This is an optimization exercise on Yosys and OpenROAD, whose aim is small area, a short achievable clock period and few clock cycles, not a production implementation.
Only simulation tests tie the RTL to the original design; equivalence was not proved.
Power figures rest on the tool's default switching activity, not on a simulated workload.

job 8082:
// lz77_compressor
module lz77_compressor (
    input  wire        clk,
    input  wire        rst,        
    input  wire        wr_en,
    input  wire [6:0]  wr_addr,
    input  wire [7:0]  wr_data,
    input  wire [7:0]  in_len,     
    input  wire [15:0] lz_w,       
    input  wire [7:0]  lz_min,     
    input  wire [7:0]  lz_max,     
    input  wire        start,
    output wire        idle,
    output wire        out_valid,
    input  wire        out_ready,
    output wire [7:0]  out_data,
    output reg         done,
    output reg         err,
    output reg  [2:0]  pad
);
clock: 10.0 ns
lec_check: 0
cap_margin: 30
core_margin: 2
core_utilization: 55
cts_cluster_diameter: 80
cts_cluster_size: 20
setup_slack_margin: 5
slew_margin: 20
run.sh (not shown) runs the stock make flow with config.mk's settings and CLKGATE_MAP_FILE= SYNTH_SCRIPT=/design/flow/synth_recipe.tcl, a recipe that flattens the netlist after the stock synthesis.
Looking at the reports, job 8082 completed the entire flow and the layout it produced met the timing, DRC and antenna checks.
Testbench counts of job 8082, summed over its fixed seeds: cycles 22,611.
The inputs of job 9762 differ from those of job 8082 as listed below.
- a deleted SETUP_SLACK_MARGIN that had been 5
- a change of CORE_UTILIZATION from 55 to 65
==> flow/flow/run.sh (new file) <==
#!/bin/bash
# The standard layout, with timing repair aimed at a 3.5 ns period
# (setup margin 6.5 ns against the 10 ns clock). make's output goes to
# flow_make.log here; each tool's own log is under orfs/logs/.
set -euo pipefail
bash standard.sh SETUP_SLACK_MARGIN=6.5 finish > flow_make.log 2>&1
==> flow/standard.sh (new file) <==
#!/bin/bash
# synth_recipe.tcl (not shown) runs the flow's synth.tcl, then flattens the netlist and writes it again
# the make line also repeats each setting of config.mk as NAME=value (left out here)
make -C /OpenROAD-flow-scripts/flow DESIGN_CONFIG=/design/flow/config.mk WORK_HOME=/design/flow/orfs CLKGATE_MAP_FILE= SYNTH_SCRIPT=/design/flow/synth_recipe.tcl "${@:-finish}"
removed: flow/run.sh
==> summary.txt <==
Taking job 8082 as the reference point, the total power of job 9762 rises by 1.3 mW.
The higher total routed wirelength came out of job 9762.
Going from job 8082 to job 9762, time the worst path needs with I/O delays and setup has decreased; sequential share of layout area shrank by 0.98 points; power density over the cells increased about 3.4%; hold slack shows an increase of 0.0052 ns; post-route fraction of the period consumed by the critical path shows a reduction of 11 points.
For job 9762, the start point of the critical path was xi[5]$_DFFE_PP_, unlike job 8082, where it was alive[67]$_DFFE_PP_.
--- input diff job 9762..job 7172 ---
- CTS_CLUSTER_SIZE: 20 -> 25
- CORE_UTILIZATION: 65 -> 55
--- outcome ---
Cell count: job 7172 higher than job 9762. Sort job 7172 and job 9762 by critical path required time desc -> top: job 9762. Job 7172 ended with more clock skew than job 9762. Of the two candidates, job 9762 has the worse normalized max-slew margin and job 7172 the better one. Between job 7172 and job 9762, it is job 7172 whose part of the total power dissipated in the clock network is higher, by 1.5 points. NOTE: largest vdd supply drop in job 7172 falls short of that of job 9762. Final layout net count across job 7172 and job 9762: no real change. Summary — depth of the worst register-to-register path, job 7172 relative to job 9762: higher, by 1. Slew at the pin closest to its max-slew limit, job 7172 and job 9762: lower on job 7172.

---

## oak
lz77_compressor again, from the RTL that the note above started with.
// lz77_compressor
module lz77_compressor (
    input  wire        clk,
    input  wire        rst,        
    input  wire        wr_en,
    input  wire [6:0]  wr_addr,
    input  wire [7:0]  wr_data,
    input  wire [7:0]  in_len,     
    input  wire [15:0] lz_w,       
    input  wire [7:0]  lz_min,     
    input  wire [7:0]  lz_max,     
    input  wire        start,
    output wire        idle,
    output wire        out_valid,
    input  wire        out_ready,
    output wire [7:0]  out_data,
    output reg         done,
    output reg         err,
    output reg  [2:0]  pad
);
clock: 10.0 ns
lec_check: 0
cap_margin: 30
core_margin: 2
core_utilization: 55
cts_cluster_diameter: 80
cts_cluster_size: 20
slew_margin: 20
standard.sh (not shown) runs the stock make flow with config.mk's settings and CLKGATE_MAP_FILE= SYNTH_SCRIPT=/design/flow/synth_recipe.tcl, a recipe that flattens the netlist after the stock synthesis.
==> flow/flow/run.sh <==
#!/bin/bash
# The standard layout, with timing repair aimed at a 3.3 ns period
# (setup margin 6.7 ns against the 10 ns clock). make's output goes to
# flow_make.log here; each tool's own log is under orfs/logs/.
set -euo pipefail
bash standard.sh SETUP_SLACK_MARGIN=6.7 finish > flow_make.log 2>&1
Per the final summary, oak finished and its layout is clean on timing, DRC and antenna.
Testbench counts of oak, summed over its fixed seeds: cycles 22,611.
The following lists how pine was set up differently from oak:
==> flow/flow/run.sh <==
#!/bin/bash
# The standard layout, with timing repair aimed at a 3.5 ns period
# (setup margin 6.5 ns against the 10 ns clock). make's output goes to
# flow_make.log here; each tool's own log is under orfs/logs/.
set -euo pipefail
bash standard.sh SETUP_SLACK_MARGIN=6.5 finish > flow_make.log 2>&1
## What came out
oak → pine: register-to-register slack has increased, met1 routed wirelength after detailed routing higher, synthesized-area fraction occupied by ao, oa, aoi and oai cells now sits at about the same level. On pine: data required time at the worst endpoint is 0.12 ns lower than what oak gave. pine vs oak — routed wire length per instance dropped by a few percent. The setup slack of pine is larger than that of oak. Buffers plus inverters on the worst setup path: pine vs oak down 4.

[separate check: timing with driven ports]
How much do the figures lean on ideal ports? The routed layouts below were timed once more, with nothing changed but the port constraints. Step 1 assumes that a clkbuf_16 drives the clock port and a buf_2 every other input. Step 2 times the ports against the registers' clock, not the clock port: input delays grow and output delays shrink by t, the midpoint of the rising clock arrivals with the driver on. Slacks: ideal ports / drivers / drivers and shift; pairs: ideal ports / drivers.
run	t, ns	setup slack, ns	worst hold slack (ns)	worst setup path after step 2	slew at the worst register clock pin (ns)
job 8082	0.831	5.079 / 5.079 / 4.530	0.425 / 0.425 / 0.425	input to register	0.09 / 0.09
job 9762	0.833	6.141 / 6.141 / 5.696	0.430 / 0.430 / 0.430	input to register	0.10 / 0.10
job 7172	0.836	6.422 / 6.422 / 5.739	0.432 / 0.432 / 0.432	input to register	0.11 / 0.11
oak	0.855	6.355 / 6.355 / 5.844	0.419 / 0.419 / 0.419	input to register	0.09 / 0.09
pine	0.842	6.425 / 6.425 / 5.772	0.425 / 0.425 / 0.425	input to register	0.10 / 0.10
After both steps setup and hold are still met in every run listed. For job 7172, which loses most, drivers alone change the setup slack by 0.000 ns; drivers and shift together by -0.683 ns.
